Background: an optimization exercise with open tools, aiming at small area. Do not read the settings as production practice. In this exercise RTL edits were held to simulation tests only and were not proved equivalent to the original. The clock port is modelled as an ideal driver; clocking choices that lean on that would not hold on a real chip. Power figures rest on the tool's default switching activity, not on a simulated workload.

## design/flow/constraint.sdc

```tcl
create_clock -name core_clock -period 10.0 [get_ports {clk}]
set_input_delay 2.0000 -clock core_clock [delete_from_list [all_inputs] [get_ports {clk}]]
set_output_delay 2.0000 -clock core_clock [all_outputs]
set_load 0.01 [all_outputs]
```

## design/flow/flow/remap.tcl

```tcl
# Re-map the standard synthesis's logic for area. Flip-flops and tie cells
# are kept as they are: same instances, names and cell types.
yosys -import
set lib $::env(LIB)
read_liberty -ignore_miss_func $lib
read_verilog $::env(NETLIST)
hierarchy -top $::env(TOP)
foreach c $::env(KEEP_CELLS) { blackbox $c }
flatten
yosys rename -hide {w:*.*}
opt -purge
set du {}
foreach c $::env(DONT_USE) { lappend du -dont_use $c }
abc -script $::env(ABC_SCRIPT) -liberty $lib {*}$du
setundef -zero
splitnets
opt_clean -purge
hilomap -singleton -hicell sky130_fd_sc_hd__conb_1 HI -locell sky130_fd_sc_hd__conb_1 LO
insbuf -buf sky130_fd_sc_hd__buf_1 A X
opt_clean -purge
hierarchy -top $::env(TOP)
stat -liberty $lib
write_verilog -noattr -noexpr -nohex -nodec $::env(OUT)
```

## design/flow/design.v

```verilog
module piacom_rch (
    input  wire        clk,
    input  wire        rst_n,
    input  wire        op_valid,
    input  wire [31:0] op_word,
    output wire        op_ready,
    output wire [2:0]  fault,
    output reg         started,
    input  wire        sw_n,
    output wire        sw_pullup,
    output reg         rst_out,
    output reg         rst_oe,
    output reg         tclk,
    output reg         tclk_oe,
    output reg         stb,
    output reg         stb_oe,
    input  wire        rdy,
    output reg         rtr,
    output reg         rtr_oe,
    input  wire        da,
    output reg         exp_init,
    output reg         exp_req,
    output reg         exp_we,
    output reg         exp_dev,
    output reg  [1:0]  exp_reg,
    output reg  [7:0]  exp_wdata,
    input  wire        exp_ack,
    input  wire [7:0]  exp_rdata,
    output reg         ser_init,
    input  wire        rx_avail,
    input  wire [7:0]  rx_data,
    output reg         rx_pop,
    output reg         tx_valid,
    output reg  [7:0]  tx_data,
    input  wire        tx_ready,
    output reg         have,
    output reg  [7:0]  rxb
);
    localparam [2:0]  F_ILLEGAL    = 3'd1;
    localparam [2:0]  F_RESERVED   = 3'd2;
    localparam [2:0]  F_NOTSTARTED = 3'd3;
    localparam [2:0]  F_RESTARTED  = 3'd4;
    localparam [2:0]  F_CLKRECONF  = 3'd5;
    localparam [4:0]
        M_IDLE      = 5'd0,
        M_SA        = 5'd1,    
        M_SB        = 5'd2,    
        M_CLKINIT   = 5'd3,
        M_SVC_AVAIL = 5'd4,
        M_SVC_POP   = 5'd5,
        M_KEY_STB0  = 5'd6,
        M_KEY_MAP   = 5'd7,
        M_KEY_WR    = 5'd8,
        M_KEY_1     = 5'd14,    
        M_KEY_2     = 5'd10,   
        M_VID_RTR   = 5'd11,
        M_VID_W     = 5'd12,   
        M_VID_RD    = 5'd9,
        M_VID_RTR0  = 5'd15,
        M_EMIT      = 5'd16,
        M_EMIT_LF   = 5'd17,
        M_EMIT_B    = 5'd18,
        M_OPDONE    = 5'd19;
    localparam [1:0]
        I_IDLE   = 2'd0,
        I_SAMPLE = 2'd1,
        I_HOLD   = 2'd2,
        I_EXIT   = 2'd3;
    localparam [9:0] HOLD_SEED = 10'h3FF;
    localparam [9:0] HOLD_LAST = 10'h14D;
    localparam [9:0] HOLD_NEXT = 10'h29B;
    localparam [4:0] T_SEED = 5'h1F;
    localparam [4:0] T_POLL = 5'h12;
    localparam [4:0] T_VID  = 5'h11;
    function [7:0] map_key;
        input [7:0] v;
        input [1:0] c;
        reg hz, h2, is203, in577, in97, ge96;
        begin
            hz    = c[0];
            h2    = c[1] & ~c[0];
            is203 = hz && (v == 8'd203);
            in577 = h2 && (v[7:6] == 2'b01) && (v[5:0] >= 6'd1) && (v[5:0] <= 6'd26);
            in97  = hz && !v[7] && (v[6:0] >= 7'd97) && (v[6:0] <= 7'd122);
            ge96  = !hz || v[7] || (v[6] && v[5]);
            map_key[7] = ge96 && !is203 && !in577 && !in97;
            map_key[6] = v[6] && !(in577 || is203);
            map_key[5] = v[5] && !in97;
            map_key[4] = v[4] || is203;
            map_key[3:0] = v[3:0];
        end
    endfunction
    reg [4:0]  mstate;
    reg [1:0]  c;           
    reg [7:0]  b;           
    reg        clk_run;
    reg [2:0]  tj;          
    reg        irq_en;
    reg        irq_pend;
    reg [1:0]  istate;
    reg [9:0]  hold;
    reg        sw_meta, sw_sync, sw_prev;
    assign sw_pullup = tclk_oe;
    wire       cont  = c[1] & c[0];
    wire [7:0] key_m = map_key(b, c);
    wire faulted = (mstate[4:3] == 2'b11);
    assign fault = faulted ? mstate[2:0] : 3'd0;
    wire [7:0]  d_op  = op_word[31:24];
    wire [7:0]  d_rsv = op_word[23:16];
    wire [15:0] d_imm = op_word[15:0];
    wire d_startup = (d_op == 8'h01);
    wire d_clkinit = (d_op == 8'h02);
    wire d_keyxfer = (d_op == 8'h10);
    wire d_vidpoll = (d_op == 8'h11);
    wire d_emit    = (d_op == 8'h12);
    wire d_vidsvc  = (d_op == 8'h13);
    wire d_service = (d_op == 8'h20);
    wire d_legal   = d_startup | d_clkinit | d_keyxfer | d_vidpoll | d_emit | d_vidsvc | d_service;
    wire d_resv_bad = (d_rsv != 8'd0) |
                      (!d_keyxfer & (d_imm[15:8] != 8'd0)) |
                      (!d_keyxfer & !d_emit & (d_imm[7:0] != 8'd0));
    wire in_isr   = (istate != I_IDLE);
    wire bus_busy = exp_req | tx_valid;
    wire isr_take = irq_en & irq_pend & ~in_isr & ~bus_busy;
    wire main_run = ~in_isr & ~isr_take;
    assign op_ready = (mstate == M_IDLE) & main_run;
    wire op_fire = op_valid & op_ready;
    always @(posedge clk) begin
        if (!rst_n) begin
            sw_meta <= 1'b1;
            sw_sync <= 1'b1;
            sw_prev <= 1'b1;
        end else begin
            sw_meta <= sw_n;
            sw_sync <= sw_meta;
            sw_prev <= sw_sync;
        end
    end
    wire sw_change = (sw_sync != sw_prev);
    always @(posedge clk) begin
        if (!rst_n)
            irq_pend <= 1'b0;
        else if (irq_en && sw_change)
            irq_pend <= 1'b1;
        else if (isr_take)
            irq_pend <= 1'b0;
    end
    always @(posedge clk) begin
        if (!rst_n || !clk_run) begin
            tj   <= 3'b000;
            tclk <= 1'b0;
        end else begin
            tj   <= {tj[1:0], ~tj[2]};
            tclk <= tclk ^ (tj[2] & ~tj[1]);
        end
    end
    wire pulse_on   = main_run && (mstate == M_SB) && !rst_oe;
    wire hold_start = pulse_on || ((istate == I_SAMPLE) && !sw_sync);
    wire hold_done  = (hold == HOLD_LAST);
    wire hold_after = (hold == HOLD_NEXT);
    always @(posedge clk) begin
        if (hold_start)
            hold <= HOLD_SEED;
        else
            hold <= {hold[8:0], hold[9] ^ hold[6]};
    end
    always @(posedge clk) begin
        if (!rst_n) begin
            istate <= I_IDLE;
        end else begin
            case (istate)
                I_IDLE:   if (isr_take) istate <= I_SAMPLE;
                I_SAMPLE: istate <= sw_sync ? I_EXIT : I_HOLD;
                I_HOLD:   if (hold_done) istate <= I_EXIT;
                default:  istate <= I_IDLE;
            endcase
        end
    end
    wire [4:0] t_step   = {b[3:0], b[4] ^ b[2]};
    wire       t_poll   = (b[4:0] == T_POLL);
    wire       t_vid    = (b[4:0] == T_VID);
    wire [7:0] tx_nb;
    assign tx_nb[7] = 1'b0;
    assign tx_nb[6] = ~tx_data[2] & ~(tx_data[0] & ~tx_data[3]);
    assign tx_nb[5] = tx_data[6] & tx_data[0] & ~tx_data[3];
    assign tx_nb[4] = ~(tx_data[4] | tx_data[3] | tx_data[2]);
    assign tx_nb[3] = (tx_data[6] | tx_data[2]) & ~(tx_data[6] & tx_data[3]);
    assign tx_nb[2] = (tx_data[6] & tx_data[0] & ~tx_data[3]) | tx_data[5];
    assign tx_nb[1] = tx_data[0] & ~(tx_data[3] & tx_data[6]);
    assign tx_nb[0] = tx_data[4] | (tx_data[3] & tx_data[6]);
    wire tx_banner_last = tx_data[1] & ~tx_data[2];
    always @(posedge clk) begin
        case (mstate)
            M_IDLE: begin
                c[0] <= d_vidsvc | d_service | (d_keyxfer & (d_imm[15:8] == 8'd0));
                c[1] <= d_vidsvc | d_service | (d_keyxfer & (d_imm[15:8] == 8'd2));
                b    <= d_imm[7:0];
            end
            M_SVC_AVAIL: b <= rx_data;
            M_KEY_1:     if (!stb) b[4:0] <= T_SEED; else if (main_run) b[4:0] <= t_step;
            M_KEY_2:     if (stb)  b[4:0] <= T_SEED; else if (main_run) b[4:0] <= t_step;
            M_VID_RTR:   b[4:0] <= T_SEED;
            M_VID_W:     if (main_run) b[4:0] <= t_step;
            M_VID_RD:    if (exp_req && exp_ack) b <= {1'b0, exp_rdata[6:0]};
            default: ;
        endcase
    end
    always @(posedge clk) begin
        if (!rst_n) begin
            mstate     <= M_IDLE;
            started    <= 1'b0;
            clk_run    <= 1'b0;
            irq_en     <= 1'b0;
            rst_out    <= 1'b0;
            rst_oe     <= 1'b0;
            tclk_oe    <= 1'b0;
            stb        <= 1'b0;
            stb_oe     <= 1'b0;
            rtr        <= 1'b0;
            rtr_oe     <= 1'b0;
            exp_init   <= 1'b0;
            exp_req    <= 1'b0;
            exp_we     <= 1'b0;
            exp_dev    <= 1'b0;
            exp_reg    <= 2'd0;
            exp_wdata  <= 8'd0;
            ser_init   <= 1'b0;
            rx_pop     <= 1'b0;
            tx_valid   <= 1'b0;
            tx_data    <= 8'd0;
            have       <= 1'b0;
            rxb        <= 8'd0;
        end else begin
            rx_pop <= 1'b0;
            if (tx_ready) tx_valid <= 1'b0;
            if (exp_ack)  exp_req  <= 1'b0;
            if (istate == I_SAMPLE)
                rst_out <= !sw_sync;
            else if (istate == I_HOLD && hold_done)
                rst_out <= 1'b0;
            if (main_run) begin
                case (mstate)
                    M_IDLE: begin
                        if (op_fire) begin
                            if (!d_legal)
                                mstate <= {2'b11, F_ILLEGAL};
                            else if (d_resv_bad)
                                mstate <= {2'b11, F_RESERVED};
                            else if (d_startup)
                                mstate <= started ? {2'b11, F_RESTARTED} : M_SA;
                            else if (d_clkinit)
                                mstate <= M_CLKINIT;
                            else if (!started)
                                mstate <= {2'b11, F_NOTSTARTED};
                            else if (d_keyxfer)
                                mstate <= M_KEY_STB0;
                            else if (d_emit)
                                mstate <= M_EMIT;
                            else if (d_service)
                                mstate <= M_SVC_AVAIL;
                            else
                                mstate <= M_VID_RTR;
                        end
                    end
                    M_SA: begin
                        ser_init <= 1'b1;
                        if (exp_init) stb_oe  <= 1'b1;
                        if (stb_oe)   rtr_oe  <= 1'b1;
                        if (rtr_oe)   tclk_oe <= 1'b1;
                        if (ser_init && !exp_init && !tx_valid) begin
                            if (tx_banner_last) begin
                                exp_init <= 1'b1;
                            end else begin
                                tx_valid <= 1'b1;
                                tx_data  <= tx_nb;
                            end
                        end
                        if (tclk_oe) begin
                            if (clk_run) begin
                                mstate <= {2'b11, F_CLKRECONF};
                            end else begin
                                clk_run <= 1'b1;
                                mstate  <= M_SB;
                            end
                        end
                    end
                    M_SB: begin
                        if (!rst_oe) begin
                            rst_oe  <= 1'b1;
                            rst_out <= 1'b1;
                        end else if (!irq_en) begin
                            if (!rst_out)
                                irq_en <= 1'b1;
                            else if (hold_after)
                                rst_out <= 1'b0;
                        end else if (exp_req) begin
                        end else if (!exp_we) begin
                            exp_req   <= 1'b1;
                            exp_we    <= 1'b1;
                            exp_dev   <= 1'b1;
                            exp_reg   <= 2'd0;
                            exp_wdata <= 8'hFF;
                        end else if (exp_dev && !exp_reg[0]) begin
                            exp_req   <= 1'b1;
                            exp_reg   <= 2'd1;
                            exp_wdata <= 8'h80;
                        end else if (exp_dev) begin
                            exp_req   <= 1'b1;
                            exp_dev   <= 1'b0;
                            exp_reg   <= 2'd0;
                            exp_wdata <= 8'h00;
                        end else begin
                            started <= 1'b1;
                            mstate  <= M_IDLE;
                        end
                    end
                    M_CLKINIT: begin
                        if (clk_run) begin
                            mstate <= {2'b11, F_CLKRECONF};
                        end else begin
                            clk_run <= 1'b1;
                            mstate  <= M_IDLE;
                        end
                    end
                    M_SVC_AVAIL: begin
                        if (rx_avail) begin
                            rx_pop <= 1'b1;
                            mstate <= M_SVC_POP;
                        end else begin
                            mstate <= M_VID_RTR;
                        end
                    end
                    M_SVC_POP: mstate <= M_KEY_STB0;
                    M_KEY_STB0: mstate <= M_KEY_MAP;
                    M_KEY_MAP: begin
                        if (key_m[7])
                            mstate <= cont ? M_VID_RTR : M_OPDONE;
                        else
                            mstate <= M_KEY_WR;
                    end
                    M_KEY_WR: begin
                        if (!exp_req) begin
                            exp_req   <= 1'b1;
                            exp_we    <= 1'b1;
                            exp_dev   <= 1'b0;
                            exp_reg   <= 2'd2;
                            exp_wdata <= {1'b1, key_m[6:0]};
                        end else if (exp_ack) begin
                            mstate  <= M_KEY_1;
                        end
                    end
                    M_KEY_1: begin
                        if (!stb) begin
                            stb    <= 1'b1;
                        end else if (rdy || t_poll)
                            mstate <= M_KEY_2;
                    end
                    M_KEY_2: begin
                        if (stb) begin
                            stb    <= 1'b0;
                        end else if (!rdy || t_poll)
                            mstate <= cont ? M_VID_RTR : M_OPDONE;
                    end
                    M_VID_RTR: begin
                        rtr    <= 1'b1;
                        mstate <= M_VID_W;
                    end
                    M_VID_W: begin
                        if (!t_vid) begin
                        end else if (da)
                            mstate <= M_VID_RD;
                        else begin
                            have   <= 1'b0;
                            mstate <= M_OPDONE;
                        end
                    end
                    M_VID_RD: begin
                        if (!exp_req) begin
                            exp_req <= 1'b1;
                            exp_we  <= 1'b0;
                            exp_dev <= 1'b1;
                            exp_reg <= 2'd2;
                        end else if (exp_ack) begin
                            rxb     <= {1'b0, exp_rdata[6:0]};
                            mstate  <= M_VID_RTR0;
                        end
                    end
                    M_VID_RTR0: begin
                        rtr    <= 1'b0;
                        have   <= 1'b1;
                        mstate <= cont ? M_EMIT : M_OPDONE;
                    end
                    M_EMIT: begin
                        mstate <= (b == 8'h0D) ? M_EMIT_LF : M_EMIT_B;
                    end
                    M_EMIT_LF: begin
                        if (!tx_valid) begin
                            tx_valid <= 1'b1;
                            tx_data  <= 8'h0A;
                        end else if (tx_ready) begin
                            mstate   <= M_EMIT_B;
                        end
                    end
                    M_EMIT_B: begin
                        if (!tx_valid) begin
                            tx_valid <= 1'b1;
                            tx_data  <= b;
                        end else if (tx_ready) begin
                            mstate   <= M_OPDONE;
                        end
                    end
                    M_OPDONE: mstate <= M_IDLE;
                    default: ;    
                endcase
            end
        end
    end
endmodule
```

## design/flow/flow/check.tcl

```tcl
# Prove the re-mapped netlist equal to the standard synthesis's: same
# flip-flops by name, equal logic between them.  Exits non-zero otherwise.
yosys -import
read_liberty -ignore_miss_func $::env(LIB)
read_verilog $::env(GOLD)
yosys rename $::env(TOP) gold
read_verilog $::env(GATE)
yosys rename $::env(TOP) gate
hierarchy -check
flatten gold gate
opt_clean
equiv_make gold gate equiv
hierarchy -top equiv
equiv_simple -seq 1
equiv_induct
equiv_status -assert
```

## design/flow/config.mk

```make
export PLATFORM = sky130hd
export DESIGN_NAME = piacom_rch
export DESIGN_NICKNAME = piacom_rch
export VERILOG_FILES = /design/flow/design.v
export SDC_FILE = /design/flow/constraint.sdc
export NUM_CORES = 4
export LEC_CHECK = 0
export CAP_MARGIN = 20
export CORE_MARGIN = 2
export CORE_UTILIZATION = 40
export GPL_TIMING_DRIVEN = 0
export SLEW_MARGIN = 20
```

## design/flow/standard.sh

```bash
#!/bin/bash
# synth_recipe.tcl (not shown) runs the flow's synth.tcl, then flattens the netlist and writes it again
# the make line also repeats each setting of config.mk as NAME=value (left out here)
make -C /OpenROAD-flow-scripts/flow DESIGN_CONFIG=/design/flow/config.mk WORK_HOME=/design/flow/orfs CLKGATE_MAP_FILE= SYNTH_SCRIPT=/design/flow/synth_recipe.tcl "${@:-finish}"
```

## design/flow/flow/qnames.py

```python
#!/usr/bin/env python3
"""Give each kept flip-flop's output net in the re-mapped netlist the name it
had in the standard synthesis.  Usage: qnames.py original.v remapped.v"""
import re, sys

def flops(text):
    res = {}
    for m in re.finditer(r'^\s*(sky130_fd_sc_hd__\w+)\s+(\S+)\s*\((.*?)\);', text, re.M | re.S):
        cell, name, body = m.groups()
        if re.search(r'__(e?df|sdf|dl)', cell):
            q = re.search(r'\.Q\(\s*(.*?)\s*\)', body)
            if q:
                res[name] = q.group(1).strip()
    return res

orig = open(sys.argv[1]).read()
new = open(sys.argv[2]).read()
fo, fn = flops(orig), flops(new)
ren = {}
for inst, q in fn.items():
    if inst in fo and fo[inst] != q and (fo[inst].startswith('\\') or '[' not in fo[inst]):
        ren[q] = fo[inst]
def tok(n):
    return n + ' ' if n.startswith('\\') else n
def sub(m):
    n = m.group(0).strip()
    return tok(ren[n]) if n in ren else m.group(0)
# identifiers: escaped (to whitespace) or plain
new2 = re.sub(r'\\\S+\s|\b[A-Za-z_][\w$]*\b', sub, new)
# a renamed net may now be declared twice
seen = set()
out = []
for line in new2.split('\n'):
    m = re.match(r'^\s*wire\s+(\\\S+|\w+)\s*;', line)
    if m:
        if m.group(1) in seen:
            continue
        seen.add(m.group(1))
    out.append(line)
open(sys.argv[2], 'w').write('\n'.join(out))
print(f'renamed {len(ren)} flip-flop outputs')
```

## design/flow/flow/run.sh

```bash
#!/bin/bash
# Layout flow: the standard synthesis, then its logic (not its
# flip-flops) re-mapped for area with Yosys/ABC, then the standard ORFS
# layout with the smallest buffer on each port and a clock tree of small
# buffers.  Each tool's output goes to a log file in the work folder.
set -euo pipefail
WORK=$(pwd)
R=$WORK/orfs/results/$FLOW_PLATFORM/piacom_rch/base
LIB=$FLOW_HOME/platforms/$FLOW_PLATFORM/lib/sky130_fd_sc_hd__tt_025C_1v80.lib
YOSYS=$(command -v yosys || echo "$FLOW_HOME/../tools/install/yosys/bin/yosys")

export BUFFER_PORTS_ARGS="-buffer_cell sky130_fd_sc_hd__buf_1"
export CTS_ARGS="-sink_clustering_enable -repair_clock_nets -buf_list {sky130_fd_sc_hd__clkbuf_4 sky130_fd_sc_hd__clkbuf_8} -dont_use_dummy_load"

# 1. standard synthesis
bash standard.sh synth > "$WORK/synth.log" 2>&1

# 2. re-map the logic, keeping flip-flops and tie cells as they are; each
#    candidate must be proven equal to the standard netlist, the smallest
#    one is kept (the standard netlist if none is)
STD=$R/1_2_yosys_std.v
cp "$R/1_2_yosys.v" "$STD"
DONT_USE=$(grep -o 'cell ("sky130_fd_sc_hd__[a-z0-9_]*")' "$LIB" | grep -E 'lpflow|probe' | sed 's/cell ("//; s/")//' | tr '\n' ' ')
KEEP=$(grep -o 'sky130_fd_sc_hd__[a-z0-9_]*' "$STD" | sort -u | grep -E '__(e?df|sdf|dl|conb)' | tr '\n' ' ')
best=""; best_area=""
for s in area area2; do
  cand=$R/1_2_yosys_$s.v
  if LIB="$LIB" DONT_USE="$DONT_USE" NETLIST="$STD" TOP="$FLOW_TOP" KEEP_CELLS="$KEEP" \
       ABC_SCRIPT="$WORK/flow/$s.abc" OUT="$cand" \
       "$YOSYS" -c "$WORK/flow/remap.tcl" > "$WORK/remap_$s.log" 2>&1 &&
     python3 "$WORK/flow/qnames.py" "$STD" "$cand" > "$WORK/qnames_$s.log" 2>&1 &&
     LIB="$LIB" GOLD="$STD" GATE="$cand" TOP="$FLOW_TOP" \
       "$YOSYS" -c "$WORK/flow/check.tcl" > "$WORK/check_$s.log" 2>&1; then
    a=$(grep 'Chip area for module' "$WORK/remap_$s.log" | tail -1 | awk '{print $NF}')
    echo "$s: proven equal, area $a" >> "$WORK/remap_choice.log"
    if [[ -z "$best" ]] || awk -v a="$a" -v b="$best_area" 'BEGIN{exit !(a<b)}'; then
      best=$cand; best_area=$a
    fi
  else
    echo "$s: refused" >> "$WORK/remap_choice.log"
  fi
done
if [[ -n "$best" ]]; then
  cp "$best" "$R/1_2_yosys.v"
  echo "using $best ($best_area)" >> "$WORK/remap_choice.log"
  rm -f "$R/1_synth.odb" "$R/1_synth.sdc"
else
  echo "using the standard netlist" >> "$WORK/remap_choice.log"
fi

# 3. layout from the chosen netlist
bash standard.sh > "$WORK/layout.log" 2>&1
```

## design/flow/flow/area.abc

```
&get -n
&st
&syn2
&dch -f
&nf -R 1000
&put
mfs2 -a
strash
&get -n
&st
&syn2
&dch -f
&nf -R 1000
&put
mfs2 -a
strash
&get -n
&st
&dch -f
&nf -R 1000
&put
topo
```

## design/flow/flow/area2.abc

```
&get -n
&st
&syn2
&dch -f
&nf -R 1000
&put
mfs2 -a
strash
&get -n
&st
&syn2
&dch -f
&nf -R 1000
&put
mfs2 -a
strash
&get -n
&st
&syn2
&dch -f
&nf -R 1000
&put
mfs2 -a
strash
&get -n
&st
&dch -f
&nf -R 1000
&put
topo
```

==> results of run 1 <==
## area by class of cell
type	count	area, µm²
fillers	1024	4757
clock buffers	9	123.9
flip-flops and latches	78	1662
repair buffers	103	391.6
plain buffers	2	7.507
inverters	9	33.78
multi-input cells	402	2147
well taps	129	161.4
## per-stage QoR
stage | area [µm²] | instances | hold slack, ns | worst slack, ns
final | 4527 | 732 | 0.4019 | 5.925
after global routing | 4527 | 732 | 0.4186 | 5.799
after CTS | 4527 | 732 | 0.3971 | 5.938
after detailed placement | 4403 | 723 | 0.3943 | 6.149
after global placement | 4378 | 722 | 0.3902 | 5.191
after floorplan | 3834 | 491 | 0.3845 | 6.576
## worst paths after layout
path         startpoint   endpoint  slack [ns]  cells after the start
max           mstate[2]   op_ready        5.92                      4
min               tj[2]      tj[0]        0.40                      1
min reg2reg       tj[2]      tj[0]        0.40                      1
max reg2reg   mstate[4]  mstate[2]        6.71                     10
## layer usage
layer | vias up | wire length (µm)
met2 | 165 | 5397
met1 | 1914 | 5621
met4 | 0 | 114
met5 | - | 0
li1 | 2038 | -
met3 | 10 | 865
## report_power, final
part	switching, mW	leakage (nW)	internal, mW
clock	0.100	0.0647	0.0806
sequential	0.121	0.652	0.400
combinational	0.227	0.834	0.139
## worst max-delay path, cell delays in order, from the launching register on
cell	delay, ns
dfxtp_1	0.57
nor3_1	0.65
nand2_1	0.22
nor2_1	0.14
buf_1	0.17
==> out/qor.txt, run 1 <==
======================================================================================
Remaining DRCs                                                                       0
Tightest Pin Transition                                                      0.9351 ns
Summed negative setup slack over all endpoints                                    0 ns
Final clock skew                                                            0.02768 ns
Crit. End Element                                                          output port
Number of buffers inserted by hold repair at cts                                     0
Commonest non-fill, non-tap cell in the layout                                   buf_1
Total global-route track usage                                                  23.81%
Fraction of final layout cells with drive strength greater than 1               2.322%
P&R area growth vs syn                                                          18.08%
Maximum clock frequency                                                     0.2454 GHz
Root Driver                                                                   clkbuf_8
CTS clock-pin slew for the worst setup and hold paths                          0.09 ns
1st-pass router iterations                                                           5
Number of instances in the synthesized netlist                                     491
Mean post-synth cell area                                                    7.808 µm²
TritonCTS clock tree                                                               yes
Finished Core Util                                                              48.76%
WL final                                                                      12000 µm
Critical-path maximum fanout                                                        20
Net count after synthesis                                                          548
Inserted Diodes                                                                      0
Via count of the first global-routing pass                                        3795
HPWL after detailed placement                                                  8783 µm
Post-cts sizing count                                                                0
Clock latency of the later-clocked register in the worst-skew pair             0.35 ns
Final Total Pwr                                                               1.068 mW
Max Root-Sink Buffers                                                                2
Nets@finish                                                                        662
Weighted congestion reported at the end of routability-driven placement         0.8946
Clock H-tree levels                                                                  3
Post-CTS Setup Bufs                                                                  0
Antenna violations before repair                                                     0
Maximum number of pins on one net before global-route repair                        38
Busiest layer in global routing                                                   met2
Met1 track utilization from global routing                                      33.49%
Relative slew margins                                                           37.66%
Number of vias per cell after detailed routing                                   5.638
Met3 global-route usage                                                         4.720%
Initial detailed-routing violation count                                           330
Number of port buffers                                                             102
Die area                                                                     10380 µm²
Largest register by flop count                                                    hold
Total number of vias                                                              4127
Global-route wire length before repair                                        19360 µm
Highest-count cells in the layout ignoring fill and taps                  buf_1 (103), nor2_1 (84), dfxtp_1 (68)
Grt ovf                                                                              0
Power per standard cell area                                              236.0 nW/µm²
Routed wire length per instance                                               16.39 µm
Post-synth design cell area                                                   3834 µm²
Critical Path Start Type                                                      register
Post-route fraction of the period consumed by the critical path                 40.75%
Worst setup path class                                                    register to output port
I/O pin count                                                                      105
Leakage power figure                                                          1.550 nW
Max-slew violation total from the final report                                       0
Global-route met2 utilization                                                   37.35%
Clock sink total                                                                    78
Worst vdd ir                                                                  110.5 µV
Effective utilization at floorplan                                              41.29%
Data arrival time of the worst path                                            2.08 ns
Count of warnings emitted by yosys                                                   1
Final worst path period need                                                  4.075 ns
Max FFs per register                                                                10
Number of buffers created by CTS                                                     9
Overall die width                                                             101.9 µm
Height of the chip                                                            101.9 µm
Number of hold violations in the final report                                        0
Count of antenna-violating nets left after detailed routing                          0
Result of the run                                                         finished clean
Setup violators final                                                                0
Worst hold path class                                                     register to register
Unrepaired setup endpoints after global routing                                  false
Total core area                                                               9284 µm²
FP Rows                                                                             35
# Max-Cap Violations                                                                 0
Required time of the critical path                                             8.00 ns
======================================================================================
==> run 2, diff against run 1 <==
--- a/design/flow/flow/run.sh
+++ b/design/flow/flow/run.sh
@@ -10,7 +10,8 @@
 YOSYS=$(command -v yosys || echo "$FLOW_HOME/../tools/install/yosys/bin/yosys")
 
 export BUFFER_PORTS_ARGS="-buffer_cell sky130_fd_sc_hd__buf_1"
-export CTS_ARGS="-sink_clustering_enable -repair_clock_nets -buf_list {sky130_fd_sc_hd__clkbuf_4 sky130_fd_sc_hd__clkbuf_8} -dont_use_dummy_load"
+export CTS_ARGS="-sink_clustering_enable -repair_clock_nets -buf_list sky130_fd_sc_hd__clkbuf_4 -dont_use_dummy_load"
+export POST_CTS_TCL="$WORK/flow/post_cts.tcl"
 
 # 1. standard synthesis
 bash standard.sh synth > "$WORK/synth.log" 2>&1
@@ -23,7 +24,7 @@
 DONT_USE=$(grep -o 'cell ("sky130_fd_sc_hd__[a-z0-9_]*")' "$LIB" | grep -E 'lpflow|probe' | sed 's/cell ("//; s/")//' | tr '\n' ' ')
 KEEP=$(grep -o 'sky130_fd_sc_hd__[a-z0-9_]*' "$STD" | sort -u | grep -E '__(e?df|sdf|dl|conb)' | tr '\n' ' ')
 best=""; best_area=""
-for s in area area2; do
+for s in area area2 area3 area4 area5 area6; do
   cand=$R/1_2_yosys_$s.v
   if LIB="$LIB" DONT_USE="$DONT_USE" NETLIST="$STD" TOP="$FLOW_TOP" KEEP_CELLS="$KEEP" \
        ABC_SCRIPT="$WORK/flow/$s.abc" OUT="$cand" \
==> design/flow/flow/area3.abc (new file) <==
&get -n
&st
&synch2
&dch -f
&nf -R 1000
&put
mfs2 -a
strash
&get -n
&st
&synch2
&dch -f
&nf -R 1000
&put
mfs2 -a
strash
&get -n
&st
&synch2
&dch -f
&nf -R 1000
&put
strash
&get -n
&st
&dch -f
&nf -R 1000
&put
topo
==> design/flow/flow/area4.abc (new file) <==
&get -n
&st
&dc2
&dch -f
&nf -R 1000
&put
mfs2 -a
strash
&get -n
&st
&dc2
&dch -f
&nf -R 1000
&put
strash
&get -n
&st
&dch -f
&nf -R 1000
&put
topo
==> design/flow/flow/area5.abc (new file) <==
strash
dch -f
map -a
mfs2 -a
strash
&get -n
&st
&dch -f
&nf -R 1000
&put
mfs2 -a
strash
&get -n
&st
&dch -f
&nf -R 1000
&put
topo
==> design/flow/flow/area6.abc (new file) <==
&get -n
&st
&dch -f
&nf -R 1000
&put
mfs2 -a
strash
&get -n
&st
&syn2
&dch -f
&nf -R 1000
&put
strash
&get -n
&st
&dch -f
&nf -R 1000
&put
topo
==> design/flow/flow/post_cts.tcl (new file) <==
# After clock tree synthesis: upsize the clock tree's root buffer and each
# buffer whose flip-flop clock pins would see a slow edge (estimated from
# placement, with margin), then legalize the placement again.
estimate_parasitics -placement
set target 0.100
set upsized 0
foreach inst [get_cells *] {
  if {[get_property $inst ref_name] ne "sky130_fd_sc_hd__clkbuf_4"} { continue }
  set opin [get_pins -of_objects $inst -filter "direction == output"]
  set net [get_nets -of_objects $opin]
  set worst 0.0
  set ff 0
  foreach p [get_pins -of_objects $net -filter "direction == input"] {
    set s [get_property $p slew_max]
    if {$s > $worst} { set worst $s }
    if {[get_property $p is_register_clock]} { incr ff }
  }
  if {$ff == 0 || $worst > $target} {
    replace_cell $inst sky130_fd_sc_hd__clkbuf_8
    incr upsized
    puts "post-CTS: [get_full_name $inst] to clkbuf_8 (sinks $ff, slew [format %.3f $worst])"
  }
}
puts "post-CTS: upsized $upsized clock buffers"
if {$upsized > 0} {
  detailed_placement
  check_placement -verbose
  estimate_parasitics -placement
}
--- a/design/flow/config.mk
+++ b/design/flow/config.mk
@@ -7,6 +7,7 @@
 export LEC_CHECK = 0
 export CAP_MARGIN = 20
 export CORE_MARGIN = 2
-export CORE_UTILIZATION = 40
+export CORE_UTILIZATION = 70
 export GPL_TIMING_DRIVEN = 0
+export PLACE_DENSITY = 0.8
 export SLEW_MARGIN = 20
==> out/qor.txt, run 2 <==
======================================================================================
Height of the chip                                                            78.01 µm   -23%
Post-synth design cell area                                                   3834 µm²   unchanged
Nets@finish                                                                        662   unchanged
Number of vias per cell after detailed routing                                   6.605   +17%
I/O pin count                                                                      105   unchanged
Required time of the critical path                                             8.00 ns   about the same
Setup violators final                                                                0   unchanged
Overall die width                                                             78.01 µm   -23%
P&R area growth vs syn                                                          15.34%
Final worst path period need                                                  3.958 ns   -0.1172 ns
Slowest-stage cell, CP                                                          nor3_1
# Max-Cap Violations                                                                 0   unchanged
Crit. End Element                                                          output port
HPWL after detailed placement                                                  8342 µm   -5.0%
Slack of the worst reg-to-reg path                                             6.87 ns   +0.16 ns
Summed negative setup slack over all endpoints                                    0 ns   unchanged
Worst setup path class                                                    register to output port
Max FFs per register                                                                10   unchanged
WL final                                                                      11710 µm   -2.4%
Beginning of the worst register-to-register path                             mstate[4]
Maximum number of pins on one net before global-route repair                        38   unchanged
Count of antenna-violating nets left after detailed routing                          0   unchanged
Clock sink total                                                                    78   unchanged
Remaining DRCs                                                                       0   unchanged
Global-route wire length before repair                                        18370 µm   -5.1%
Critical Path Start Type                                                      register
CTS clock-pin slew for the worst setup and hold paths                          0.08 ns   about the same
Relative slew margins                                                           22.30%   -15 points
Commonest non-fill, non-tap cell in the layout                                   buf_1
Total global-route track usage                                                  37.99%   +14 points
Number of port buffers                                                             102   unchanged
Data arrival time of the worst path                                            1.96 ns   -0.12 ns
Worst vdd ir                                                                  198.0 µV   +79%
Leakage power figure                                                          1.540 nW   -0.69%
Total number of vias                                                              4445   +7.7%
Number of instances in the synthesized netlist                                     491   unchanged
Finished Core Util                                                              84.95%   +36 points
Top delay family on crit path                                             simple AND/OR/NAND/NOR gates
Total placed instance area                                                    4318 µm²   -1.9%
Initial detailed-routing violation count                                           528   +60%
TritonCTS clock tree                                                               yes
Largest register by flop count                                                    hold
Design area                                                                   4422 µm²   -2.3%
Number of buffer and inverter stages on the critical path                            1   unchanged
Grt ovf                                                                              0   unchanged
FP Rows                                                                             26   -26%
Number of cells after detailed placement                                           664   -8.2%
Maximum clock frequency                                                     0.2526 GHz   +3.0%
Final non-filler cell total                                                        673   -8.1%
Hold path endpoint                                                               tj[0]
Inserted Diodes                                                                      0   unchanged
1st-pass router iterations                                                           8   +3
Cells traversed along the worst timing path                               nor3_1 -> nand2_1 -> nor2_1 -> buf_1
Power per standard cell area                                              238.4 nW/µm²   +1.0%
Effective utilization at floorplan                                              73.65%   +32 points
Number of hold violations in the final report                                        0   unchanged
Biggest cell delay along the critical path                                     0.59 ns   -0.06 ns
Tightest Pin Transition                                                       1.155 ns   +0.2197 ns
Unrepaired setup endpoints after global routing                                  false
Routed wire length per instance                                               17.41 µm   +6.2%
Clock latency of the later-clocked register in the worst-skew pair             0.36 ns   about the same
Weighted congestion reported at the end of routability-driven placement         0.9930   +11%
Reg-to-Reg End                                                               mstate[2]
Mean post-synth cell area                                                    7.808 µm²   unchanged
Worst hold path class                                                     register to register
Net count after synthesis                                                          548   unchanged
Hold path startpoint                                                             tj[2]
R2r worst-path depth                                                                10   unchanged
Count of warnings emitted by yosys                                                   1   unchanged
Die area                                                                      6085 µm²   -41%
Number of cells traversed by the worst hold path                                     1   unchanged
Fraction of final layout cells with drive strength greater than 1               2.156%   -0.17 points
Post-route fraction of the period consumed by the critical path                 39.58%   -1.2 points
Antenna violations before repair                                                     0   unchanged
Critical-path maximum fanout                                                        20   unchanged
Max-slew violation total from the final report                                       0   unchanged
Total core area                                                               5205 µm²   -44%
Final clock skew                                                            0.01782 ns   -0.009858 ns
Result of the run                                                         finished clean
Via count of the first global-routing pass                                        4012   +5.7%
Highest-count cells in the layout ignoring fill and taps                  buf_1 (103), nor2_1 (84), dfxtp_1 (68)
======================================================================================
==> run 2: power breakdown <==
group          internal, mW  switching, mW  total, mW
sequential            0.400          0.122      0.522
combinational         0.139          0.235      0.374
clock                0.0636         0.0949      0.159
==> run 2: final cells by class <==
type                    count  area (µm²)
well taps                  70       87.58
inverters                   9       33.78
fillers                   338       783.3
clock buffers               9       98.84
multi-input cells         402        2141
plain buffers               2       7.507
repair buffers            103       391.6
flip-flops and latches     78        1662
==> run 2: worst max path at each step <==
stage                      startpoint           end  depth (start not counted)
after floorplan           op_word[26]     mstate[1]                          8
after global placement          rst_n  exp_wdata[4]                          3
after detailed placement        rst_n    tx_data[1]                          3
after global routing        mstate[2]      op_ready                          4
final                       mstate[2]      op_ready                          4
==> run 2: per-layer routing <==
metal	part of all wire [%]	track usage (%)	vias up
met5	0	0	-
met3	11	7.326	49
met1	38	47.20	2025
met4	3.4	16.14	0
met2	48	64.40	339
li1	-	-	2032
==> run 2: per-stage QoR <==
step | hold WS [ns] | setup WS [ns] | power, mW
finish | 0.4198 | 6.042 | 1.054
global placement | 0.3968 | 5.529 | 0.8552
detailed placement | 0.4071 | 6.239 | 0.8768
floorplan | 0.3845 | 6.576 | 0.7446
global route | 0.4476 | 5.941 | 1.109
==> run 3, diff against run 2 <==
--- a/design/flow/design.v
+++ b/design/flow/design.v
@@ -43,9 +43,9 @@
     localparam [2:0]  F_CLKRECONF  = 3'd5;
     localparam [4:0]
         M_IDLE      = 5'd0,
-        M_SA        = 5'd1,    
+        M_SA        = 5'd17,    
         M_SB        = 5'd2,    
-        M_CLKINIT   = 5'd3,
+        M_CLKINIT   = 5'd18,
         M_SVC_AVAIL = 5'd4,
         M_SVC_POP   = 5'd5,
         M_KEY_STB0  = 5'd6,
@@ -54,12 +54,12 @@
         M_KEY_1     = 5'd14,    
         M_KEY_2     = 5'd10,   
         M_VID_RTR   = 5'd11,
-        M_VID_W     = 5'd12,   
+        M_VID_W     = 5'd1,   
         M_VID_RD    = 5'd9,
         M_VID_RTR0  = 5'd15,
-        M_EMIT      = 5'd16,
-        M_EMIT_LF   = 5'd17,
-        M_EMIT_B    = 5'd18,
+        M_EMIT      = 5'd12,
+        M_EMIT_LF   = 5'd22,
+        M_EMIT_B    = 5'd3,
         M_OPDONE    = 5'd19;
     localparam [1:0]
         I_IDLE   = 2'd0,
@@ -189,21 +189,26 @@
     assign tx_nb[1] = tx_data[0] & ~(tx_data[3] & tx_data[6]);
     assign tx_nb[0] = tx_data[4] | (tx_data[3] & tx_data[6]);
     wire tx_banner_last = tx_data[1] & ~tx_data[2];
-    always @(posedge clk) begin
-        case (mstate)
-            M_IDLE: begin
-                c[0] <= d_vidsvc | d_service | (d_keyxfer & (d_imm[15:8] == 8'd0));
-                c[1] <= d_vidsvc | d_service | (d_keyxfer & (d_imm[15:8] == 8'd2));
-                b    <= d_imm[7:0];
-            end
-            M_SVC_AVAIL: b <= rx_data;
-            M_KEY_1:     if (!stb) b[4:0] <= T_SEED; else if (main_run) b[4:0] <= t_step;
-            M_KEY_2:     if (stb)  b[4:0] <= T_SEED; else if (main_run) b[4:0] <= t_step;
-            M_VID_RTR:   b[4:0] <= T_SEED;
-            M_VID_W:     if (main_run) b[4:0] <= t_step;
-            M_VID_RD:    if (exp_req && exp_ack) b <= {1'b0, exp_rdata[6:0]};
-            default: ;
-        endcase
+    wire       sel_imm = (mstate == M_IDLE);
+    wire       sel_rx  = (mstate == M_SVC_AVAIL);
+    wire       sel_rd  = (mstate == M_VID_RD) & exp_req & exp_ack;
+    wire       t_load  = ((mstate == M_KEY_1) & !stb) | ((mstate == M_KEY_2) & stb) |
+                         (mstate == M_VID_RTR);
+    wire       t_run   = main_run & (((mstate == M_KEY_1) & stb) | ((mstate == M_KEY_2) & !stb) |
+                                     (mstate == M_VID_W));
+    wire       keep_hi = !(sel_imm | sel_rx | sel_rd);
+    wire       keep_lo = keep_hi & !t_load & !t_run;
+    wire [7:0] b_in    = ({8{sel_imm}} & d_imm[7:0]) |
+                         ({8{sel_rx}}  & rx_data) |
+                         ({8{sel_rd}}  & {1'b0, exp_rdata[6:0]});
+    wire [1:0] c_op;
+    assign c_op[0] = d_vidsvc | d_service | (d_keyxfer & (d_imm[15:8] == 8'd0));
+    assign c_op[1] = d_vidsvc | d_service | (d_keyxfer & (d_imm[15:8] == 8'd2));
+    always @(posedge clk) begin
+        b[7:5] <= b_in[7:5] | ({3{keep_hi}} & b[7:5]);
+        b[4:0] <= b_in[4:0] | ({5{t_load}} & T_SEED) | ({5{t_run}} & t_step) |
+                  ({5{keep_lo}} & b[4:0]);
+        c      <= ({2{sel_imm}} & c_op) | ({2{mstate != M_IDLE}} & c);
     end
     always @(posedge clk) begin
         if (!rst_n) begin
==> out/qor.txt, run 3 <==
======================================================================================
Crit. End Element                                                          output port
Total global-route track usage                                                  40.16%   +2.2 points
Routed wire length per instance                                               17.31 µm   -0.54%
Final worst path period need                                                  4.276 ns   +0.3179 ns
Total placed instance area                                                    4195 µm²   -2.8%
Highest-count cells in the layout ignoring fill and taps                  buf_1 (103), dfxtp_1 (76), nor2_1 (75)
Power per standard cell area                                              241.5 nW/µm²   +1.3%
Critical-path maximum fanout                                                        17   -15%
Number of cells traversed by the worst hold path                                     1   unchanged
Number of vias per cell after detailed routing                                   6.613   +0.12%
Number of instances in the synthesized netlist                                     488   -0.61%
Relative slew margins                                                           32.22%   +9.9 points
Antenna violations before repair                                                     0   unchanged
Total number of vias                                                              4424   -0.47%
Global-route wire length before repair                                        18920 µm   +3.0%
1st-pass router iterations                                                           7   -1
Post-synth design cell area                                                   3716 µm²   -3.1%
Worst setup path class                                                    register to output port
Required time of the critical path                                             8.00 ns   about the same
Worst vdd ir                                                                  161.0 µV   -19%
Clock latency of the later-clocked register in the worst-skew pair             0.37 ns   about the same
Number of hold violations in the final report                                        0   unchanged
Total of fill cells in the finished design                                         323   -4.4%
Design area                                                                   4308 µm²   -2.6%
Max FFs per register                                                                10   unchanged
Setup violators final                                                                0   unchanged
Die area                                                                      5907 µm²   -2.9%
Count of antenna-violating nets left after detailed routing                          0   unchanged
Nets@finish                                                                        658   -0.60%
Data arrival time of the worst path                                            2.28 ns   +0.32 ns
Weighted congestion reported at the end of routability-driven placement          1.053   +6.1%
HPWL after detailed placement                                                  8312 µm   -0.36%
Tightest Pin Transition                                                       1.009 ns   -0.1459 ns
Net count after synthesis                                                          545   -0.55%
Via count of the first global-routing pass                                        4127   +2.9%
Overall die width                                                             76.86 µm   -1.5%
Summed negative setup slack over all endpoints                                    0 ns   unchanged
Mean post-synth cell area                                                    7.615 µm²   -2.5%
Grt ovf                                                                              0   unchanged
Final clock skew                                                            0.02475 ns   +0.006930 ns
Inserted Diodes                                                                      0   unchanged
Unrepaired setup endpoints after global routing                                  false
P&R area growth vs syn                                                          15.93%
Number of port buffers                                                             102   unchanged
FP Rows                                                                             26   unchanged
Fraction of final layout cells with drive strength greater than 1               2.003%   -0.15 points
# Max-Cap Violations                                                                 0   unchanged
I/O pin count                                                                      105   unchanged
WL final                                                                      11580 µm   -1.1%
Count of warnings emitted by yosys                                                   1   unchanged
Total core area                                                               5107 µm²   -1.9%
Post-route fraction of the period consumed by the critical path                 42.76%   +3.2 points
Leakage power figure                                                          1.570 nW   +2.0%
Max-slew violation total from the final report                                       0   unchanged
Critical Path Start Type                                                      register
Maximum number of pins on one net before global-route repair                        38   unchanged
Largest register by flop count                                                    hold
TritonCTS clock tree                                                               yes
Height of the chip                                                            76.86 µm   -1.5%
Maximum clock frequency                                                     0.2339 GHz   -7.4%
Worst hold path class                                                     register to register
Remaining DRCs                                                                       0   unchanged
Commonest non-fill, non-tap cell in the layout                                   buf_1
R2r worst-path depth                                                                11   +1
CTS clock-pin slew for the worst setup and hold paths                          0.08 ns   about the same
Result of the run                                                         finished clean
Initial detailed-routing violation count                                           652   +23%
Effective utilization at floorplan                                              72.76%   -0.90 points
Clock sink total                                                                    78   unchanged
======================================================================================
[run 3: worst max-delay path: stages, from the launching register on]
cell     delay (ns)
dfxtp_1        0.51
nor3_1         0.76
nand2_1        0.29
nor2_1         0.19
buf_1          0.17
[run 3: per-stage QoR]
| step | hold WS [ns] | setup WS, ns | util, % | std cells | power (mW) |
|---|---|---|---|---|---|
| 2_1_floorplan | 0.3863 | 6.441 | - | 488 | 0.7176 |
| 3_3_place_gp | 0.3899 | 5.428 | 81.97 | 660 | 0.8314 |
| 3_5_place_dp | 0.3975 | 6.107 | 82.14 | 660 | 0.8552 |
| 5_1_grt | 0.4293 | 5.630 | 84.35 | 669 | 1.094 |
| 6_report | 0.4260 | 5.724 | 84.35 | 669 | 1.041 |
[run 3: where the power goes]
group	internal [mW]	switching, mW	total (mW)
combinational	0.133	0.231	0.364
sequential	0.388	0.122	0.510
clock	0.0678	0.0990	0.167
[run 3: worst paths after layout]
path                  start            to  slack, ns
setup / recovery  mstate[2]      op_ready       5.72
hold / removal      sw_meta       sw_sync       0.43
setup reg to reg    exp_req  exp_wdata[4]       6.09
hold reg to reg     sw_meta       sw_sync       0.43
[run 3: metal layers]
metal | track usage [%] | share of wire, % | up-vias | wire length, µm
met4 | 19.27 | 4.1 | 0 | 474
li1 | - | - | 2014 | -
met2 | 68.07 | 47 | 326 | 5443
met5 | 0 | 0 | - | 0
met3 | 12.35 | 11 | 68 | 1315
met1 | 46.04 | 38 | 2016 | 4348
[run 3: cell type report]
cell class / instances / area [µm²] / area share [%]
repair buffers: 102 / 384.1 / 8.917
well taps: 70 / 87.58 / 2.033
inverters: 13 / 48.80 / 1.133
plain buffers: 2 / 7.507 / 0.1743
multi-input cells: 395 / 2093 / 48.59
clock buffers: 9 / 105.1 / 2.440
flip-flops and latches: 78 / 1582 / 36.71
==> run 4, diff against run 3 <==
--- a/design/flow/flow/post_cts.tcl
+++ b/design/flow/flow/post_cts.tcl
@@ -2,7 +2,7 @@
 # buffer whose flip-flop clock pins would see a slow edge (estimated from
 # placement, with margin), then legalize the placement again.
 estimate_parasitics -placement
-set target 0.100
+set target 0.118
 set upsized 0
 foreach inst [get_cells *] {
   if {[get_property $inst ref_name] ne "sky130_fd_sc_hd__clkbuf_4"} { continue }
==> out/qor.txt, run 4 <==
======================================================================================
Final worst path period need                                                  4.299 ns   +0.02328 ns
Tightest Pin Transition                                                       1.046 ns   +0.03756 ns
CTS clock-pin slew for the worst setup and hold paths                          0.11 ns   +0.03 ns
Final clock skew                                                            0.02375 ns   -0.001000 ns
Number of port buffers                                                             102   unchanged
Post-route fraction of the period consumed by the critical path                 42.99%   +0.23 points
Data arrival time of the worst path                                            2.30 ns   +0.02 ns
Required time of the critical path                                             8.00 ns   about the same
Antenna violations before repair                                                     0   unchanged
Mean post-synth cell area                                                    7.615 µm²   unchanged
Overall die width                                                             76.86 µm   unchanged
Max FFs per register                                                                10   unchanged
Number of instances in the synthesized netlist                                     488   unchanged
Nets@finish                                                                        658   unchanged
WL final                                                                      11260 µm   -2.8%
Maximum number of pins on one net before global-route repair                        38   unchanged
I/O pin count                                                                      105   unchanged
Effective utilization at floorplan                                              72.76%   unchanged
Inserted Diodes                                                                      0   unchanged
Critical-path maximum fanout                                                        19   +2
Post-Route Hold Slack                                                        0.4218 ns   -0.004175 ns
Post-synth design cell area                                                   3716 µm²   unchanged
Setup violators final                                                                0   unchanged
Power per standard cell area                                              237.3 nW/µm²   -1.8%
Via count of the first global-routing pass                                        4098   -0.70%
Area taken by flip-flops and latches                                          1582 µm²   unchanged
Clock latency of the later-clocked register in the worst-skew pair             0.37 ns   about the same
Total of fill cells in the finished design                                         336   +4.0%
Worst setup path class                                                    register to output port
Fraction of final layout cells with drive strength greater than 1               1.836%   -0.17 points
Largest register by flop count                                                    hold
Highest-count cells in the layout ignoring fill and taps                  buf_1 (103), dfxtp_1 (76), nor2_1 (75)
Relative slew margins                                                           29.70%   -2.5 points
Weighted congestion reported at the end of routability-driven placement          1.053   unchanged
Cells traversed along the worst timing path                               nor3_1 -> nand2_1 -> nor2_1 -> buf_1
Total global-route track usage                                                  39.00%   -1.2 points
Maximum clock frequency                                                     0.2326 GHz   -0.54%
# Max-Cap Violations                                                                 0   unchanged
Count of warnings emitted by yosys                                                   1   unchanged
Max-slew violation total from the final report                                       0   unchanged
P&R area growth vs syn                                                          14.88%
Remaining DRCs                                                                       0   unchanged
Initial detailed-routing violation count                                           504   -23%
Top delay family on crit path                                             simple AND/OR/NAND/NOR gates
Die area                                                                      5907 µm²   unchanged
FP Rows                                                                             26   unchanged
Number of vias per cell after detailed routing                                   6.516   -1.5%
Area of the multi-input gates                                                 2086 µm²   -0.36%
Slowest-stage cell, CP                                                          nor3_1
Global-route wire length before repair                                        18480 µm   -2.3%
Grt ovf                                                                              0   unchanged
1st-pass router iterations                                                          10   +3
HPWL after detailed placement                                                  8312 µm   unchanged
Biggest cell delay along the critical path                                     0.77 ns   about the same
Worst hold path class                                                     register to register
Routed wire length per instance                                               16.82 µm   -2.8%
TritonCTS clock tree                                                               yes
Net count after synthesis                                                          545   unchanged
Clock sink total                                                                    78   unchanged
Critical Path Start Type                                                      register
Number of buffer and inverter stages on the critical path                            1   unchanged
Unrepaired setup endpoints after global routing                                  false
Count of antenna-violating nets left after detailed routing                          0   unchanged
Commonest non-fill, non-tap cell in the layout                                   buf_1
Leakage power figure                                                          1.554 nW   -1.0%
Summed negative setup slack over all endpoints                                    0 ns   unchanged
Final Total Pwr                                                               1.013 mW   -2.6%
Total number of vias                                                              4359   -1.5%
Result of the run                                                         finished clean
Total core area                                                               5107 µm²   unchanged
Worst vdd ir                                                                  158.3 µV   -1.7%
Number of hold violations in the final report                                        0   unchanged
Height of the chip                                                            76.86 µm   unchanged
Crit. End Element                                                          output port
======================================================================================
run 4: layer usage:
| metal | wire (µm) | global-route usage (%) | share of wire [%] |
|---|---|---|---|
| met3 | 1153 | 9.647 | 10 |
| met5 | 0 | 0 | 0 |
| met2 | 5312 | 65.96 | 47 |
| met4 | 463 | 20.00 | 4.1 |
| met1 | 4325 | 45.81 | 38 |
run 4: worst paths after layout:
check | from | end | slack, ns | cells after the start
worst max-delay path | mstate[1] | op_ready | 5.70 | 4
worst min-delay path | sw_meta | sw_sync | 0.42 | 1
worst min register to register | sw_meta | sw_sync | 0.42 | 1
worst max register to register | exp_req | exp_wdata[4] | 6.32 | 11
run 4: layout make-up:
type,count,area share (%)
Buffer,2,0.1759
Inverter,13,1.143
Timing Repair Buffer,102,8.998
Clock buffer,9,1.729
Multi-Input combinational cell,395,48.86
Tap cell,70,2.052
Sequential cell,78,37.05
run 4: where the power goes:
group | leakage [nW] | total (mW) | switching [mW] | internal, mW
Sequential | 0.643 | 0.508 | 0.121 | 0.387
Combinational | 0.867 | 0.362 | 0.230 | 0.132
Clock | 0.0440 | 0.143 | 0.0962 | 0.0467
run 4: through the flow:
step | utilization [%] | cell area, µm² | setup slack (ns) | std cells
after detailed placement | 82.14 | 4195 | 6.107 | 660
final | 83.59 | 4269 | 5.701 | 669
after floorplan | - | 3716 | 6.441 | 488
after global routing | 83.59 | 4269 | 5.655 | 669
after global placement | 81.97 | 4187 | 5.428 | 660
==> run 5, diff against run 4 <==
--- a/design/flow/design.v
+++ b/design/flow/design.v
@@ -44,12 +44,12 @@
     localparam [4:0]
         M_IDLE      = 5'd0,
         M_SA        = 5'd17,    
-        M_SB        = 5'd2,    
+        M_SB        = 5'd4,    
         M_CLKINIT   = 5'd18,
-        M_SVC_AVAIL = 5'd4,
+        M_SVC_AVAIL = 5'd22,
         M_SVC_POP   = 5'd5,
         M_KEY_STB0  = 5'd6,
-        M_KEY_MAP   = 5'd7,
+        M_KEY_MAP   = 5'd12,
         M_KEY_WR    = 5'd8,
         M_KEY_1     = 5'd14,    
         M_KEY_2     = 5'd10,   
@@ -57,10 +57,10 @@
         M_VID_W     = 5'd1,   
         M_VID_RD    = 5'd9,
         M_VID_RTR0  = 5'd15,
-        M_EMIT      = 5'd12,
-        M_EMIT_LF   = 5'd22,
-        M_EMIT_B    = 5'd3,
-        M_OPDONE    = 5'd19;
+        M_EMIT      = 5'd7,
+        M_EMIT_LF   = 5'd3,
+        M_EMIT_B    = 5'd2,
+        M_OPDONE    = 5'd13;
     localparam [1:0]
         I_IDLE   = 2'd0,
         I_SAMPLE = 2'd1,
@@ -74,24 +74,30 @@
     localparam [4:0] T_VID  = 5'h11;
     function [7:0] map_key;
         input [7:0] v;
-        input [1:0] c;
-        reg hz, h2, is203, in577, in97, ge96;
+        reg is203, in97, ge96;
         begin
-            hz    = c[0];
-            h2    = c[1] & ~c[0];
-            is203 = hz && (v == 8'd203);
-            in577 = h2 && (v[7:6] == 2'b01) && (v[5:0] >= 6'd1) && (v[5:0] <= 6'd26);
-            in97  = hz && !v[7] && (v[6:0] >= 7'd97) && (v[6:0] <= 7'd122);
-            ge96  = !hz || v[7] || (v[6] && v[5]);
-            map_key[7] = ge96 && !is203 && !in577 && !in97;
-            map_key[6] = v[6] && !(in577 || is203);
+            is203 = (v == 8'd203);
+            in97  = (v[7:5] == 3'b011) && (v[4:0] >= 5'd1) && (v[4:0] <= 5'd26);
+            ge96  = v[7] || (v[6] && v[5]);
+            map_key[7] = ge96 && !is203 && !in97;
+            map_key[6] = v[6] && !is203;
             map_key[5] = v[5] && !in97;
             map_key[4] = v[4] || is203;
             map_key[3:0] = v[3:0];
         end
     endfunction
+    function [7:0] key_fold;
+        input [15:0] v;
+        reg hz, in577;
+        begin
+            hz    = (v[15:8] == 8'd0);
+            in577 = (v[15:8] == 8'd2) && (v[7:6] == 2'b01) &&
+                    (v[5:0] >= 6'd1) && (v[5:0] <= 6'd26);
+            key_fold = hz ? v[7:0] : in577 ? {2'b00, v[5:0]} : 8'hFF;
+        end
+    endfunction
     reg [4:0]  mstate;
-    reg [1:0]  c;           
+    reg        cont;        
     reg [7:0]  b;           
     reg        clk_run;
     reg [2:0]  tj;          
@@ -101,8 +107,7 @@
     reg [9:0]  hold;
     reg        sw_meta, sw_sync, sw_prev;
     assign sw_pullup = tclk_oe;
-    wire       cont  = c[1] & c[0];
-    wire [7:0] key_m = map_key(b, c);
+    wire [7:0] key_m = map_key(b);
     wire faulted = (mstate[4:3] == 2'b11);
     assign fault = faulted ? mstate[2:0] : 3'd0;
     wire [7:0]  d_op  = op_word[31:24];
@@ -198,17 +203,14 @@
                                      (mstate == M_VID_W));
     wire       keep_hi = !(sel_imm | sel_rx | sel_rd);
     wire       keep_lo = keep_hi & !t_load & !t_run;
-    wire [7:0] b_in    = ({8{sel_imm}} & d_imm[7:0]) |
+    wire [7:0] b_in    = ({8{sel_imm}} & key_fold(d_imm)) |
                          ({8{sel_rx}}  & rx_data) |
                          ({8{sel_rd}}  & {1'b0, exp_rdata[6:0]});
-    wire [1:0] c_op;
-    assign c_op[0] = d_vidsvc | d_service | (d_keyxfer & (d_imm[15:8] == 8'd0));
-    assign c_op[1] = d_vidsvc | d_service | (d_keyxfer & (d_imm[15:8] == 8'd2));
     always @(posedge clk) begin
         b[7:5] <= b_in[7:5] | ({3{keep_hi}} & b[7:5]);
         b[4:0] <= b_in[4:0] | ({5{t_load}} & T_SEED) | ({5{t_run}} & t_step) |
                   ({5{keep_lo}} & b[4:0]);
-        c      <= ({2{sel_imm}} & c_op) | ({2{mstate != M_IDLE}} & c);
+        cont   <= (sel_imm & (d_vidsvc | d_service)) | ((mstate != M_IDLE) & cont);
     end
     always @(posedge clk) begin
         if (!rst_n) begin
==> out/qor.txt, run 5 <==
======================================================================================
Number of cells after detailed placement                                           645   -2.3%
Crit. End Element                                                          output port
Slack of the worst reg-to-reg path                                             6.49 ns   +0.17 ns
Number of vias per cell after detailed routing                                   6.644   +2.0%
CTS clock-pin slew for the worst setup and hold paths                          0.09 ns   -0.02 ns
Design area                                                                   4213 µm²   -1.3%
Clock latency of the later-clocked register in the worst-skew pair             0.36 ns   about the same
Maximum number of pins on one net before global-route repair                        40   +5.3%
Unrepaired setup endpoints after global routing                                  false
I/O pin count                                                                      105   unchanged
Summed negative setup slack over all endpoints                                    0 ns   unchanged
Fraction of final layout cells with drive strength greater than 1               1.884%   +0.047 points
Tightest Pin Transition                                                       1.062 ns   +0.01511 ns
Final non-filler cell total                                                        654   -2.2%
Height of the chip                                                            76.27 µm   -0.77%
Met3 global-route usage                                                         8.412%   -1.2 points
Number of hold violations in the final report                                        0   unchanged
Required time of the critical path                                             8.00 ns   about the same
TritonCTS clock tree                                                               yes
Biggest cell delay along the critical path                                     0.47 ns   -0.30 ns
Worst hold path class                                                     register to register
Busiest layer in global routing                                                   met2
Total number of vias                                                              4345   -0.32%
Finished Core Util                                                              83.01%   -0.57 points
Number of buffer and inverter stages on the critical path                            2   +1
Worst setup path class                                                    input port to output port
Net count after synthesis                                                          530   -2.8%
Via count of the first global-routing pass                                        4007   -2.2%
Area taken by flip-flops and latches                                          1551 µm²   -1.9%
Maximum clock frequency                                                     0.1878 GHz   -19%
Total global-route track usage                                                  39.62%   +0.62 points
Critical-path maximum fanout                                                         4   -15
Final clock skew                                                            0.02912 ns   +0.005364 ns
Power per standard cell area                                              253.0 nW/µm²   +6.6%
Global-route wire length before repair                                        18820 µm   +1.8%
Met1 track utilization from global routing                                      49.12%   +3.3 points
Relative slew margins                                                           28.59%   -1.1 points
Count of warnings emitted by yosys                                                   1   unchanged
Effective utilization at floorplan                                              72.04%   -0.72 points
Total core area                                                               5075 µm²   -0.64%
Final Total Pwr                                                               1.066 mW   +5.2%
Count of antenna-violating nets left after detailed routing                          0   unchanged
Worst vdd ir                                                                  173.9 µV   +9.9%
Post-synth design cell area                                                   3656 µm²   -1.6%
Overall die width                                                             76.27 µm   -0.77%
Grt ovf                                                                              0   unchanged
Area of the multi-input gates                                                 2076 µm²   -0.48%
Total placed instance area                                                    4133 µm²   -1.5%
Cells traversed along the worst timing path                               buf_1 -> nor4b_1 -> o221a_1 -> nor2_1 -> nor3_1 -> buf_1
Final worst path period need                                                  5.323 ns   +1.024 ns
Top delay family on crit path                                             simple AND/OR/NAND/NOR gates
Data arrival time of the worst path                                            3.32 ns   +1.02 ns
Highest-count cells in the layout ignoring fill and taps                  buf_1 (103), dfxtp_1 (76), nor2_1 (71)
Routed wire length per instance                                               17.35 µm   +3.1%
Result of the run                                                         finished clean
FP Rows                                                                             26   unchanged
Leakage power figure                                                          1.473 nW   -5.2%
Mean post-synth cell area                                                    7.729 µm²   +1.5%
Remaining DRCs                                                                       0   unchanged
Max-slew violation total from the final report                                       0   unchanged
1st-pass router iterations                                                           8   -2
Number of instances in the synthesized netlist                                     473   -3.1%
Clock sink total                                                                    77   -1.3%
Global-route met2 utilization                                                   68.32%   +2.4 points
P&R area growth vs syn                                                          15.23%
Post-route fraction of the period consumed by the critical path                 53.23%   +10 points
Nets@finish                                                                        643   -2.3%
WL final                                                                      11350 µm   +0.80%
Critical Path Start Type                                                    input port
# Max-Cap Violations                                                                 0   unchanged
Total of fill cells in the finished design                                         346   +3.0%
Final critical-path setup slack                                               4.677 ns   -1.024 ns
Largest register by flop count                                                    hold
Worst slack, placed                                                           4.766 ns   -1.341 ns
Commonest non-fill, non-tap cell in the layout                                   buf_1
Number of port buffers                                                             102   unchanged
Max FFs per register                                                                10   unchanged
Die area                                                                      5817 µm²   -1.5%
Slowest-stage cell, CP                                                         nor4b_1
Inserted Diodes                                                                      0   unchanged
Antenna violations before repair                                                     0   unchanged
Most Frequent Cell on Critical Path                                              buf_1
Initial detailed-routing violation count                                           682   +35%
HPWL after detailed placement                                                  8129 µm   -2.2%
Post-Route Hold Slack                                                        0.4224 ns   +0.0005630 ns
Setup violators final                                                                0   unchanged
Weighted congestion reported at the end of routability-driven placement          1.002   -4.8%
======================================================================================
## run 5: metal layers
metal	share of wire [%]	vias to the layer above
met3	10	72
met2	48	326
met4	3.5	0
met5	0	-
met1	38	1958
li1	-	1989
## run 5: final timing paths
check                 end       from  cells after the start
min reg2reg       sw_sync    sw_meta                      1
min               sw_sync    sw_meta                      1
max reg2reg  exp_wdata[6]  mstate[0]                      8
max              op_ready   rx_avail                      6
## run 5: final cells by class
cell class / count / share of cell area [%]
Tap cell: 70 / 2.079
Sequential cell: 77 / 36.83
Timing Repair Buffer: 102 / 9.118
Buffer: 2 / 0.1782
Multi-Input combinational cell: 387 / 49.27
Clock buffer: 9 / 1.901
Inverter: 7 / 0.6237
## run 5: power by group
part           internal (mW)  switching [mW]
Combinational          0.157           0.252
Clock                 0.0509          0.0923
Sequential             0.387           0.125
Total                  0.596           0.470
## run 5: worst reg2reg max path: stages (launching register included)
cell	delay, ns
dfxtp_1	0.56
or3_1	0.52
nor2_1	0.30
and3_1	0.24
a21oi_1	0.08
nor3_1	0.78
o21ai_0	0.53
a21oi_1	0.31
nor3_1	0.08

-- port drivers added, routing unchanged --
In the flow no input, the clock included, has a driving cell. The finished layouts below were timed again as built, in two steps. Step 1 sets driving cells, clkbuf_16 on the clock port and buf_2 on the other inputs (assumed; they add their load-dependent delay and slew). Step 2 moves the port delays by t, midway between the first and last clock arrival at a register: inputs arrive t later, outputs are due t later. That takes back most of the time a late clock gives input paths. Slacks: ideal / step 1 / step 2; pairs: ideal / step 1.
run	shift t [ns]	slack for setup (ns)	worst hold slack (ns)	cell pins on the clock port's net
run 1	0.369	5.925 / 5.891 / 6.148	0.402 / 0.402 / 0.402	1
run 2	0.374	6.042 / 6.014 / 6.127	0.420 / 0.420 / 0.420	1
run 3	0.386	5.724 / 5.693 / 6.068	0.426 / 0.426 / 0.426	1
run 4	0.384	5.701 / 5.671 / 6.055	0.422 / 0.422 / 0.422	1
run 5	0.373	4.677 / 4.645 / 4.645	0.422 / 0.422 / 0.422	1
After both steps setup and hold are still met in every run listed. For run 5, which loses most, drivers alone change the setup slack by -0.032 ns; drivers and shift together by -0.032 ns.
